Background: an optimization exercise with open tools, aiming at small area, a short achievable clock period and few clock cycles. Do not read the settings as production practice. Where RTL was checked, it was by simulation tests only, not by an equivalence proof against the original. No activity file was given, so power comes from the tool's default toggle rates.

==> exp/juniper: inputs <==
Design toy_lic_tce, start of the top module:
module toy_lic_tce (
    input  wire        clk,
    input  wire        rst,           
    input  wire        lic_ready,     
    input  wire        cmd_valid,
    output wire        cmd_ready,
    input  wire [31:0] cmd_word,
    input  wire [31:0] cmd_arg,
    output reg         done,
    output reg  [3:0]  status,
    output reg  [31:0] res,
    output reg         fault,
    output reg  [1:0]  cal_state,
    output wire        bus_req,
    output wire        bus_we,
    output wire [1:0]  bus_space,
    output wire [15:0] bus_addr,
    output wire [31:0] bus_wdata,
    input  wire        bus_ack,
    input  wire [31:0] bus_rdata
);
Settings: LEC_CHECK=0, CAP_MARGIN=20, CORE_MARGIN=2, CORE_UTILIZATION=40, SLEW_MARGIN=20; clock period 60.0 ns.
standard.sh (not shown) runs the stock make flow with config.mk's settings and CLKGATE_MAP_FILE= SYNTH_SCRIPT=/design/flow/synth_recipe.tcl, a recipe that flattens the netlist after the stock synthesis.
==> flow/flow/run.sh <==
#!/bin/bash
# Own layout flow: the standard ORFS flow (standard.sh), with the ports
# buffered by buf_2 cells instead of the default delay buffers, and the
# timing repair after CTS and global routing aimed at a setup slack margin
# (the clock period and constraints are the design's; only the repair
# effort changes). Each tool's full output goes to a log in this folder.
set -euo pipefail
MARGIN=45.5
bash standard.sh "SETUP_SLACK_MARGIN=$MARGIN" \
    "BUFFER_PORTS_ARGS=-buffer_cell sky130_fd_sc_hd__buf_2" finish > standard_finish.log 2>&1
==> exp/lagoon: changes against exp/juniper <==
--- a/flow/design.v
+++ b/flow/design.v
@@ -16,13 +16,13 @@
     output wire [1:0]  bus_space,
     output wire [15:0] bus_addr,
     output wire [31:0] bus_wdata,
     input  wire        bus_ack,
     input  wire [31:0] bus_rdata
 );
-    localparam integer D  = 4;               
+    localparam integer D  = 3;               
     localparam integer ND = (32 + D - 1) / D;
     localparam [1:0] SP_MMIO = 2'd0, SP_PORT = 2'd1, SP_LOG = 2'd2;
     localparam [3:0] ST_OK = 4'd0, ST_ILLEGAL = 4'd1, ST_NOT_READY = 4'd2,
                      ST_UNCAL = 4'd3, ST_SEQ = 4'd4, ST_CAL_FAILED = 4'd5,
                      ST_RANGE = 4'd6;
     localparam [1:0] UNCAL = 2'd0, CAL_OK = 2'd1, CAL_FAILED = 2'd2;
@@ -47,27 +47,33 @@
     reg        periodic;
     reg [25:0] tq;           
     reg [6:0]  tr;           
     reg [41:0] acc;          
     reg        ovf;          
     reg [6:0]  rem;
-    reg [ND-1:0] dig;        
+    reg [3:0]  dig;          
     reg        first;        
     reg        fin;          
     assign cmd_ready = rdy;
     assign bus_req   = b_req;
     assign bus_we    = b_we;
     assign bus_space = b_space;
     assign bus_addr  = {6'd0, b_addr};
     assign bus_wdata = ({32{w_iv}} & iv) |
                        ({32{w_cnt}} & {acc[34:4], acc[3] | zr}) |
                        ({32{w_c}} & {14'd0, cw17, 9'd0, cw});
-    wire is_cal   = (cmd_word == 32'h9000_0000);
-    wire is_start = (cmd_word[31:1] == 31'h5000_0000);    
-    wire is_stop  = (cmd_word == 32'hB000_0000);
-    wire legal    = is_cal | is_start | is_stop;
+    wire mid_z    = ~|cmd_word[27:1];
+    wire top9     = (cmd_word[31:28] == 4'h9);
+    wire topA     = (cmd_word[31:28] == 4'hA);
+    wire topB     = (cmd_word[31:28] == 4'hB);
+    wire is_cal   = mid_z & top9 & ~cmd_word[0];
+    wire is_start = mid_z & topA;
+    wire legal    = mid_z & (topA | ((top9 | topB) & ~cmd_word[0]));
+    wire go_ok    = mid_z & lic_ready &
+                    ((topA & (cal_state == CAL_OK)) | (topB & ~cmd_word[0]) |
+                     (top9 & ~cmd_word[0] & (cal_state == UNCAL)));
     reg [3:0] refuse_code;
     always @(*) begin
         if (!legal)                            refuse_code = ST_ILLEGAL;
         else if (!lic_ready)                   refuse_code = ST_NOT_READY;
         else if (is_cal && cal_state != UNCAL) refuse_code = ST_SEQ;
         else if (is_start && cal_state != CAL_OK) refuse_code = ST_UNCAL;
@@ -79,41 +85,32 @@
         begin
             nbits = 6'd0;
             for (n = 0; n < 32; n = n + 1)
                 if (v[n]) nbits = n[5:0] + 6'd1;
         end
     endfunction
-    reg [ND-1:0] lead;       
-    reg          nz_above;
+    reg [3:0] lead;
+    wire [D*ND-1:0] argp = cmd_arg;
     integer li;
     always @(*) begin
-        nz_above = 1'b0;
-        for (li = ND - 1; li >= 0; li = li - 1) begin
-            lead[li] = (li == 0) ? ~nz_above : ~nz_above & (cmd_arg[D*li +: D] != {D{1'b0}});
-            nz_above = nz_above | (cmd_arg[D*li +: D] != {D{1'b0}});
-        end
+        lead = 4'd0;
+        for (li = 1; li < ND; li = li + 1)
+            if (argp[D*li +: D] != {D{1'b0}}) lead = li[3:0];
     end
-    wire [2:0] dig_b = {|dig[7:4], dig[7] | dig[6] | dig[3] | dig[2],
-                        dig[7] | dig[5] | dig[3] | dig[1]};
-    wire [5:0] n_iv  = (a[3] ? 6'd4 : a[2] ? 6'd3 : a[1] ? 6'd2 : a[0] ? 6'd1 : 6'd0) +
-                       {1'b0, dig_b, 2'b00};
+    wire [5:0] n_iv  = (a[2] ? 6'd3 : a[1] ? 6'd2 : a[0] ? 6'd1 : 6'd0) + dig * 6'd3;
     wire [5:0] n_res = nbits(res);
     wire [6:0] n_sum = {1'b0, n_iv} + {1'b0, n_res};
     reg        fit_r, big_r;
     wire       fit_sz = first ? (n_sum <= 7'd41) : fit_r;     
     wire       big_sz = first ? (n_sum >= 7'd51) : big_r;     
     wire        run  = ((state == S_T_STOP) | (state == S_T_WSEL) | (state == S_T_SEL) |
                         (state == S_T_LVT) | (state == S_T_WCNT) | (state == S_C_DIV)) & ~fin;
-    reg  [D-1:0] a;
-    integer ai;
-    always @(*) begin
-        a = {D{1'b0}};
-        for (ai = 0; ai < ND; ai = ai + 1)
-            a = a | (iv[D*ai +: D] & {D{dig[ai]}});
-    end
-    wire        last = dig[0];
+    wire [3:0]  d    = dig;
+    wire [D*ND-1:0] ivp = iv;
+    wire [D-1:0] a   = ivp[D*d +: D];
+    wire        last = (d == 4'd0);
     wire [D+7:0] x0 = {1'b0, rem, {D{1'b0}}} + tr * a;
     wire [D:0]   q_e = x0[D+7:7];
     wire [7:0]   r_e = {1'b0, x0[6:0]} + {q_e, 1'b0} + q_e;
     wire         q_c = (r_e >= 8'd125);
     wire [6:0]   rem_n = q_c ? r_e[6:0] + 7'd3 : r_e[6:0];
     localparam integer AW = 43 + D;
@@ -127,16 +124,14 @@
     assign pr[D]     = {1'b0, acc, {D{1'b0}}};
     assign pr[D + 1] = {{(AW-D-1){1'b0}}, q_e};
     wire [AW-1:0] s1 = pr[0] ^ pr[1] ^ pr[2];
     wire [AW-1:0] c1 = ((pr[0] & pr[1]) | (pr[0] & pr[2]) | (pr[1] & pr[2])) << 1;
     wire [AW-1:0] s2 = s1 ^ c1 ^ pr[3];
     wire [AW-1:0] c2 = ((s1 & c1) | (s1 & pr[3]) | (c1 & pr[3])) << 1;
-    wire [AW-1:0] s3 = s2 ^ c2 ^ pr[4];
-    wire [AW-1:0] c3 = ((s2 & c2) | (s2 & pr[4]) | (c2 & pr[4])) << 1;
-    wire [AW-1:0] s4 = s3 ^ c3 ^ pr[5];
-    wire [AW-1:0] c4 = (((s3 & c3) | (s3 & pr[5]) | (c3 & pr[5])) << 1) | q_c;
+    wire [AW-1:0] s4 = s2 ^ c2 ^ pr[4];
+    wire [AW-1:0] c4 = (((s2 & c2) | (s2 & pr[4]) | (c2 & pr[4])) << 1) | q_c;
     reg  [AW-1:0] acc_sum, bk_g, bk_p;
     integer bl, bi;
     always @(*) begin
         bk_g = s4 & c4;
         bk_p = s4 ^ c4;
         for (bl = 0; (1 << bl) < AW; bl = bl + 1)                
@@ -197,13 +192,17 @@
             S_C_TICR:  begin nx_state = S_C_RDSC;  nx_we = 1'b0; nx_space = SP_PORT; nx_addr = 10'h061; end
             S_C_RDSC:  begin nx_state = S_C_WRSC;  nx_space = SP_PORT; nx_addr = 10'h061; end
             S_C_WRSC:  begin nx_state = S_C_MODE;  nx_space = SP_PORT; nx_addr = 10'h043; end
             S_C_MODE:  begin nx_state = S_C_CNTLO; nx_space = SP_PORT; nx_addr = 10'h042; end
             S_C_CNTLO: begin nx_state = S_C_CNTHI; nx_space = SP_PORT; nx_addr = 10'h042; end
             S_C_CNTHI: begin nx_state = S_C_POLL;  nx_we = 1'b0; nx_space = SP_PORT; nx_addr = 10'h061; end
-            S_C_POLL:  begin nx_state = S_C_RDCUR; nx_we = 1'b0; nx_addr = 10'h390; end
+            S_C_POLL:  begin    
+                nx_we = 1'b0;
+                if (bus_rdata[5]) begin nx_state = S_C_RDCUR; nx_addr = 10'h390; end
+                else begin nx_space = SP_PORT; nx_addr = 10'h061; end
+            end
             S_C_RDCUR: begin nx_state = S_C_DIV;   nx_req = 1'b0; end
             S_C_DIV:   begin nx_state = S_C_STOP;  nx_req = fin; end
             S_C_STOP:  begin nx_state = S_C_RDSC2; nx_we = 1'b0; nx_space = SP_PORT; nx_addr = 10'h061; end
             S_C_RDSC2: begin nx_state = S_C_WRSC2; nx_space = SP_PORT; nx_addr = 10'h061; end
             S_C_WRSC2: begin
                 if (tzero) begin nx_state = S_C_LOG; nx_space = SP_LOG; nx_addr = 10'd1; end
@@ -231,13 +230,13 @@
                 nx_state = cnt_ok ? S_T_TICR : S_T_WCNT; nx_req = cnt_ok;
             end
             default: begin nx_state = S_IDLE; nx_req = 1'b0; nx_fin = 1'b1; end   
         endcase
     end
     wire ack  = b_req & bus_ack;
-    wire step = (ack & ~((state == S_C_POLL) & ~bus_rdata[5])) |
+    wire step = ack |
                 (~b_req & (state != S_IDLE) & nx_req);
     wire [2:0] k_sel = rdy_f ? sel_f[2:0] : 3'd0;
     always @(posedge clk) begin
         if (state == S_IDLE) begin
             iv       <= cmd_arg;
             periodic <= cmd_word[0];
@@ -249,18 +248,18 @@
                 S_C_RDSC2: iv <= {24'd0, bus_rdata[7:0] & 8'hFE};
                 default: ;
             endcase
         end
         if (state == S_IDLE || state == S_C_RDCUR) begin
             acc <= 42'd0; ovf <= 1'b0; rem <= 7'd0; first <= 1'b1; fin <= 1'b0;
-            dig <= (state == S_IDLE) ? lead : 8'h80;
+            dig <= (state == S_IDLE) ? lead : ND - 1;
         end else if (run) begin
             acc <= acc_sum[41:0];
             ovf <= ovf | (acc_sum[42+D:42] != 0);
             rem <= rem_n;
-            dig <= dig >> 1;
+            dig <= d - 4'd1;
             first <= 1'b0;
             fin <= last;
             if (first) begin
                 fit_r <= (n_sum <= 7'd41);
                 big_r <= (n_sum >= 7'd51);
             end
@@ -315,13 +314,13 @@
             fault     <= 1'b0;
             cal_state <= UNCAL;
         end else if (state == S_IDLE) begin
             done <= 1'b0;
             if (cmd_valid) begin
                 status <= refuse_code;
-                if (refuse_code != ST_OK) begin
+                if (!go_ok) begin
                     fault <= 1'b1;
                     done  <= 1'b1;
                 end else begin
                     rdy   <= 1'b0;
                     b_req <= 1'b1;
                     state <= cmd_word[29] ? (cmd_word[28] ? S_P_STOP : S_T_STOP) : S_C_LVT;
==> flow/flow/run.sh (replaced) <==
#!/bin/bash
# Own layout flow: the standard ORFS flow (standard.sh), with the ports
# buffered by buf_1 cells instead of the default delay buffers, and the
# timing repair after CTS and global routing aimed at a setup slack margin
# (the clock period and constraints are the design's; only the repair
# effort changes). Each tool's full output goes to a log in this folder.
set -euo pipefail
MARGIN=46.3
bash standard.sh "SETUP_SLACK_MARGIN=$MARGIN" \
    "BUFFER_PORTS_ARGS=-buffer_cell sky130_fd_sc_hd__buf_1" finish > standard_finish.log 2>&1
--- a/flow/config.mk
+++ b/flow/config.mk
@@ -4,8 +4,8 @@
 export VERILOG_FILES = /design/flow/design.v
 export SDC_FILE = /design/flow/constraint.sdc
 export NUM_CORES = 4
 export LEC_CHECK = 0
 export CAP_MARGIN = 20
 export CORE_MARGIN = 2
-export CORE_UTILIZATION = 40
+export CORE_UTILIZATION = 55
 export SLEW_MARGIN = 20
==> exp/xenon: changes against exp/juniper <==
--- a/flow/design.v
+++ b/flow/design.v
@@ -16,13 +16,13 @@
     output wire [1:0]  bus_space,
     output wire [15:0] bus_addr,
     output wire [31:0] bus_wdata,
     input  wire        bus_ack,
     input  wire [31:0] bus_rdata
 );
-    localparam integer D  = 4;               
+    localparam integer D  = 3;               
     localparam integer ND = (32 + D - 1) / D;
     localparam [1:0] SP_MMIO = 2'd0, SP_PORT = 2'd1, SP_LOG = 2'd2;
     localparam [3:0] ST_OK = 4'd0, ST_ILLEGAL = 4'd1, ST_NOT_READY = 4'd2,
                      ST_UNCAL = 4'd3, ST_SEQ = 4'd4, ST_CAL_FAILED = 4'd5,
                      ST_RANGE = 4'd6;
     localparam [1:0] UNCAL = 2'd0, CAL_OK = 2'd1, CAL_FAILED = 2'd2;
@@ -47,27 +47,33 @@
     reg        periodic;
     reg [25:0] tq;           
     reg [6:0]  tr;           
     reg [41:0] acc;          
     reg        ovf;          
     reg [6:0]  rem;
-    reg [ND-1:0] dig;        
+    reg [3:0]  dig;          
     reg        first;        
     reg        fin;          
     assign cmd_ready = rdy;
     assign bus_req   = b_req;
     assign bus_we    = b_we;
     assign bus_space = b_space;
     assign bus_addr  = {6'd0, b_addr};
     assign bus_wdata = ({32{w_iv}} & iv) |
                        ({32{w_cnt}} & {acc[34:4], acc[3] | zr}) |
                        ({32{w_c}} & {14'd0, cw17, 9'd0, cw});
-    wire is_cal   = (cmd_word == 32'h9000_0000);
-    wire is_start = (cmd_word[31:1] == 31'h5000_0000);    
-    wire is_stop  = (cmd_word == 32'hB000_0000);
-    wire legal    = is_cal | is_start | is_stop;
+    wire mid_z    = ~|cmd_word[27:1];
+    wire top9     = (cmd_word[31:28] == 4'h9);
+    wire topA     = (cmd_word[31:28] == 4'hA);
+    wire topB     = (cmd_word[31:28] == 4'hB);
+    wire is_cal   = mid_z & top9 & ~cmd_word[0];
+    wire is_start = mid_z & topA;
+    wire legal    = mid_z & (topA | ((top9 | topB) & ~cmd_word[0]));
+    wire go_ok    = mid_z & lic_ready &
+                    ((topA & (cal_state == CAL_OK)) | (topB & ~cmd_word[0]) |
+                     (top9 & ~cmd_word[0] & (cal_state == UNCAL)));
     reg [3:0] refuse_code;
     always @(*) begin
         if (!legal)                            refuse_code = ST_ILLEGAL;
         else if (!lic_ready)                   refuse_code = ST_NOT_READY;
         else if (is_cal && cal_state != UNCAL) refuse_code = ST_SEQ;
         else if (is_start && cal_state != CAL_OK) refuse_code = ST_UNCAL;
@@ -79,41 +85,32 @@
         begin
             nbits = 6'd0;
             for (n = 0; n < 32; n = n + 1)
                 if (v[n]) nbits = n[5:0] + 6'd1;
         end
     endfunction
-    reg [ND-1:0] lead;       
-    reg          nz_above;
+    reg [3:0] lead;
+    wire [D*ND-1:0] argp = cmd_arg;
     integer li;
     always @(*) begin
-        nz_above = 1'b0;
-        for (li = ND - 1; li >= 0; li = li - 1) begin
-            lead[li] = (li == 0) ? ~nz_above : ~nz_above & (cmd_arg[D*li +: D] != {D{1'b0}});
-            nz_above = nz_above | (cmd_arg[D*li +: D] != {D{1'b0}});
-        end
+        lead = 4'd0;
+        for (li = 1; li < ND; li = li + 1)
+            if (argp[D*li +: D] != {D{1'b0}}) lead = li[3:0];
     end
-    wire [2:0] dig_b = {|dig[7:4], dig[7] | dig[6] | dig[3] | dig[2],
-                        dig[7] | dig[5] | dig[3] | dig[1]};
-    wire [5:0] n_iv  = (a[3] ? 6'd4 : a[2] ? 6'd3 : a[1] ? 6'd2 : a[0] ? 6'd1 : 6'd0) +
-                       {1'b0, dig_b, 2'b00};
+    wire [5:0] n_iv  = (a[2] ? 6'd3 : a[1] ? 6'd2 : a[0] ? 6'd1 : 6'd0) + dig * 6'd3;
     wire [5:0] n_res = nbits(res);
     wire [6:0] n_sum = {1'b0, n_iv} + {1'b0, n_res};
     reg        fit_r, big_r;
     wire       fit_sz = first ? (n_sum <= 7'd41) : fit_r;     
     wire       big_sz = first ? (n_sum >= 7'd51) : big_r;     
     wire        run  = ((state == S_T_STOP) | (state == S_T_WSEL) | (state == S_T_SEL) |
                         (state == S_T_LVT) | (state == S_T_WCNT) | (state == S_C_DIV)) & ~fin;
-    reg  [D-1:0] a;
-    integer ai;
-    always @(*) begin
-        a = {D{1'b0}};
-        for (ai = 0; ai < ND; ai = ai + 1)
-            a = a | (iv[D*ai +: D] & {D{dig[ai]}});
-    end
-    wire        last = dig[0];
+    wire [3:0]  d    = dig;
+    wire [D*ND-1:0] ivp = iv;
+    wire [D-1:0] a   = ivp[D*d +: D];
+    wire        last = (d == 4'd0);
     wire [D+7:0] x0 = {1'b0, rem, {D{1'b0}}} + tr * a;
     wire [D:0]   q_e = x0[D+7:7];
     wire [7:0]   r_e = {1'b0, x0[6:0]} + {q_e, 1'b0} + q_e;
     wire         q_c = (r_e >= 8'd125);
     wire [6:0]   rem_n = q_c ? r_e[6:0] + 7'd3 : r_e[6:0];
     localparam integer AW = 43 + D;
@@ -127,16 +124,14 @@
     assign pr[D]     = {1'b0, acc, {D{1'b0}}};
     assign pr[D + 1] = {{(AW-D-1){1'b0}}, q_e};
     wire [AW-1:0] s1 = pr[0] ^ pr[1] ^ pr[2];
     wire [AW-1:0] c1 = ((pr[0] & pr[1]) | (pr[0] & pr[2]) | (pr[1] & pr[2])) << 1;
     wire [AW-1:0] s2 = s1 ^ c1 ^ pr[3];
     wire [AW-1:0] c2 = ((s1 & c1) | (s1 & pr[3]) | (c1 & pr[3])) << 1;
-    wire [AW-1:0] s3 = s2 ^ c2 ^ pr[4];
-    wire [AW-1:0] c3 = ((s2 & c2) | (s2 & pr[4]) | (c2 & pr[4])) << 1;
-    wire [AW-1:0] s4 = s3 ^ c3 ^ pr[5];
-    wire [AW-1:0] c4 = (((s3 & c3) | (s3 & pr[5]) | (c3 & pr[5])) << 1) | q_c;
+    wire [AW-1:0] s4 = s2 ^ c2 ^ pr[4];
+    wire [AW-1:0] c4 = (((s2 & c2) | (s2 & pr[4]) | (c2 & pr[4])) << 1) | q_c;
     reg  [AW-1:0] acc_sum, bk_g, bk_p;
     integer bl, bi;
     always @(*) begin
         bk_g = s4 & c4;
         bk_p = s4 ^ c4;
         for (bl = 0; (1 << bl) < AW; bl = bl + 1)                
@@ -197,13 +192,17 @@
             S_C_TICR:  begin nx_state = S_C_RDSC;  nx_we = 1'b0; nx_space = SP_PORT; nx_addr = 10'h061; end
             S_C_RDSC:  begin nx_state = S_C_WRSC;  nx_space = SP_PORT; nx_addr = 10'h061; end
             S_C_WRSC:  begin nx_state = S_C_MODE;  nx_space = SP_PORT; nx_addr = 10'h043; end
             S_C_MODE:  begin nx_state = S_C_CNTLO; nx_space = SP_PORT; nx_addr = 10'h042; end
             S_C_CNTLO: begin nx_state = S_C_CNTHI; nx_space = SP_PORT; nx_addr = 10'h042; end
             S_C_CNTHI: begin nx_state = S_C_POLL;  nx_we = 1'b0; nx_space = SP_PORT; nx_addr = 10'h061; end
-            S_C_POLL:  begin nx_state = S_C_RDCUR; nx_we = 1'b0; nx_addr = 10'h390; end
+            S_C_POLL:  begin    
+                nx_we = 1'b0;
+                if (bus_rdata[5]) begin nx_state = S_C_RDCUR; nx_addr = 10'h390; end
+                else begin nx_space = SP_PORT; nx_addr = 10'h061; end
+            end
             S_C_RDCUR: begin nx_state = S_C_DIV;   nx_req = 1'b0; end
             S_C_DIV:   begin nx_state = S_C_STOP;  nx_req = fin; end
             S_C_STOP:  begin nx_state = S_C_RDSC2; nx_we = 1'b0; nx_space = SP_PORT; nx_addr = 10'h061; end
             S_C_RDSC2: begin nx_state = S_C_WRSC2; nx_space = SP_PORT; nx_addr = 10'h061; end
             S_C_WRSC2: begin
                 if (tzero) begin nx_state = S_C_LOG; nx_space = SP_LOG; nx_addr = 10'd1; end
@@ -231,13 +230,13 @@
                 nx_state = cnt_ok ? S_T_TICR : S_T_WCNT; nx_req = cnt_ok;
             end
             default: begin nx_state = S_IDLE; nx_req = 1'b0; nx_fin = 1'b1; end   
         endcase
     end
     wire ack  = b_req & bus_ack;
-    wire step = (ack & ~((state == S_C_POLL) & ~bus_rdata[5])) |
+    wire step = ack |
                 (~b_req & (state != S_IDLE) & nx_req);
     wire [2:0] k_sel = rdy_f ? sel_f[2:0] : 3'd0;
     always @(posedge clk) begin
         if (state == S_IDLE) begin
             iv       <= cmd_arg;
             periodic <= cmd_word[0];
@@ -249,18 +248,18 @@
                 S_C_RDSC2: iv <= {24'd0, bus_rdata[7:0] & 8'hFE};
                 default: ;
             endcase
         end
         if (state == S_IDLE || state == S_C_RDCUR) begin
             acc <= 42'd0; ovf <= 1'b0; rem <= 7'd0; first <= 1'b1; fin <= 1'b0;
-            dig <= (state == S_IDLE) ? lead : 8'h80;
+            dig <= (state == S_IDLE) ? lead : ND - 1;
         end else if (run) begin
             acc <= acc_sum[41:0];
             ovf <= ovf | (acc_sum[42+D:42] != 0);
             rem <= rem_n;
-            dig <= dig >> 1;
+            dig <= d - 4'd1;
             first <= 1'b0;
             fin <= last;
             if (first) begin
                 fit_r <= (n_sum <= 7'd41);
                 big_r <= (n_sum >= 7'd51);
             end
@@ -315,13 +314,13 @@
             fault     <= 1'b0;
             cal_state <= UNCAL;
         end else if (state == S_IDLE) begin
             done <= 1'b0;
             if (cmd_valid) begin
                 status <= refuse_code;
-                if (refuse_code != ST_OK) begin
+                if (!go_ok) begin
                     fault <= 1'b1;
                     done  <= 1'b1;
                 end else begin
                     rdy   <= 1'b0;
                     b_req <= 1'b1;
                     state <= cmd_word[29] ? (cmd_word[28] ? S_P_STOP : S_T_STOP) : S_C_LVT;
==> flow/flow/run.sh (replaced) <==
#!/bin/bash
# Own layout flow: the standard ORFS flow (standard.sh), with the ports
# buffered by buf_2 cells instead of the default delay buffers, and the
# timing repair after CTS and global routing aimed at a setup slack margin
# (the clock period and constraints are the design's; only the repair
# effort changes). Each tool's full output goes to a log in this folder.
set -euo pipefail
MARGIN=46.3
bash standard.sh "SETUP_SLACK_MARGIN=$MARGIN" \
    "BUFFER_PORTS_ARGS=-buffer_cell sky130_fd_sc_hd__buf_2" finish > standard_finish.log 2>&1
==> exp/nickel: changes against exp/juniper <==
--- a/flow/design.v
+++ b/flow/design.v
@@ -238,13 +238,13 @@
                 (~b_req & (state != S_IDLE) & nx_req);
     wire [2:0] k_sel = rdy_f ? sel_f[2:0] : 3'd0;
     always @(posedge clk) begin
         if (state == S_IDLE) begin
             iv       <= cmd_arg;
             periodic <= cmd_word[0];
-        end else begin
+        end else if (ack) begin
             case (state)
                 S_C_TDCR:  iv <= 32'hFFFF_FFFF;
                 S_C_RDSC:  iv <= {24'd0, (bus_rdata[7:0] & 8'hFD) | 8'h01};
                 S_C_RDCUR: iv <= ~bus_rdata;
                 S_C_RDSC2: iv <= {24'd0, bus_rdata[7:0] & 8'hFE};
                 default: ;
@@ -326,18 +326,18 @@
                     b_req <= 1'b1;
                     state <= cmd_word[29] ? (cmd_word[28] ? S_P_STOP : S_T_STOP) : S_C_LVT;
                 end
             end
         end else begin
             done <= 1'b0;
-            if (state == S_C_RDCUR) res <= ~bus_rdata;
             if (step) begin
                 state  <= nx_state;
                 b_req  <= nx_req;
                 rdy    <= nx_fin;
                 done   <= nx_fin;
                 if (nx_fin) status <= nx_status;
+                if (state == S_C_RDCUR) res <= ~bus_rdata;
                 if (state == S_C_WRSC2) cal_state <= tzero ? CAL_FAILED : CAL_OK;
             end
         end
     end
 endmodule
==> results.txt <==
quantity	exp/juniper	exp/lagoon	exp/xenon	exp/nickel
Result of the run	complete, no violations	complete, no violations	complete, no violations	complete, no violations
Cell area after placement	17660 sq um	16050 sq um	16480 sq um	18210 sq um
Fin util	0.4565	0.6205	0.4578	0.4517
Post-CTS Setup Repair Bufs	0	0	1	0
Adder and majority cell fraction of the synthesized area	0.2236	0.1995	0.1995	0.2172
Flop-to-flop setup slack	48.17 ns	47.59 ns	47.50 ns	47.25 ns
Cell depth of the worst flop-to-flop path	50	50	50	44
Non-clock inverter instance count of the final layout	221	114	114	226
Worst Hold Endpoint	tr[5]	tr[3]	tr[5]	tr[3]
Post-synthesis xor/xnor area fraction	0.02683	0.02552	0.02552	0.02451
Minimum hold slack	0.4591 ns	0.4561 ns	0.4554 ns	0.4574 ns
Signal buf overhead	0.05865	0.05305	0.06366	0.06070
Post-synthesis average cell area	8.314 sq um	8.528 sq um	8.528 sq um	8.466 sq um
Seq. pwr	0.139 mW	0.136 mW	0.136 mW	0.212 mW
P_sw	0.07433 mW	0.07480 mW	0.07489 mW	0.3272 mW
Clock latency on the worst-skew pair	0.46 ns	0.45 ns	0.46 ns	0.47 ns
Testbench counts of exp/lagoon, summed over its fixed seeds: cycles 28,441.
Testbench counts of exp/xenon, summed over its fixed seeds: cycles 28,441.
No functional check of the RTL was part of exp/juniper and exp/nickel.

[static timing again, ports no longer ideal]
The flow's constraints put no driver on any port. The routed layouts listed below were extracted and timed again, unchanged, in two steps.
Step 1 sets driving cells, clkbuf_16 on the clock port and buf_2 on the other inputs (assumed; they add their load-dependent delay and slew).
Step 2 also shifts input and output timing later by t, the mid clock arrival at the registers, as if the neighbouring blocks saw the same clock.
Slacks: no drivers / after step 1 / after step 2; pairs: no drivers / after step 1.
run | t, ns | slack for setup (ns) | hold WS [ns] | clock arrival spread, ns | pins driven straight from the clock port
exp/juniper | 0.505 | 46.204 / 46.149 / 45.741 | 0.459 / 0.459 / 0.459 | 0.012 / 0.012 | 1
exp/lagoon | 0.491 | 46.136 / 46.084 / 45.939 | 0.456 / 0.456 / 0.456 | 0.019 / 0.019 | 1
exp/xenon | 0.506 | 46.244 / 46.193 / 45.997 | 0.455 / 0.455 / 0.455 | 0.009 / 0.010 | 1
exp/nickel | 0.516 | 46.015 / 45.961 / 45.617 | 0.457 / 0.457 / 0.457 | 0.015 / 0.015 | 1
After both steps setup and hold are still met in every run listed. The setup slack of exp/juniper, which loses most, moves by -0.055 ns with the drivers and by -0.463 ns with both steps.
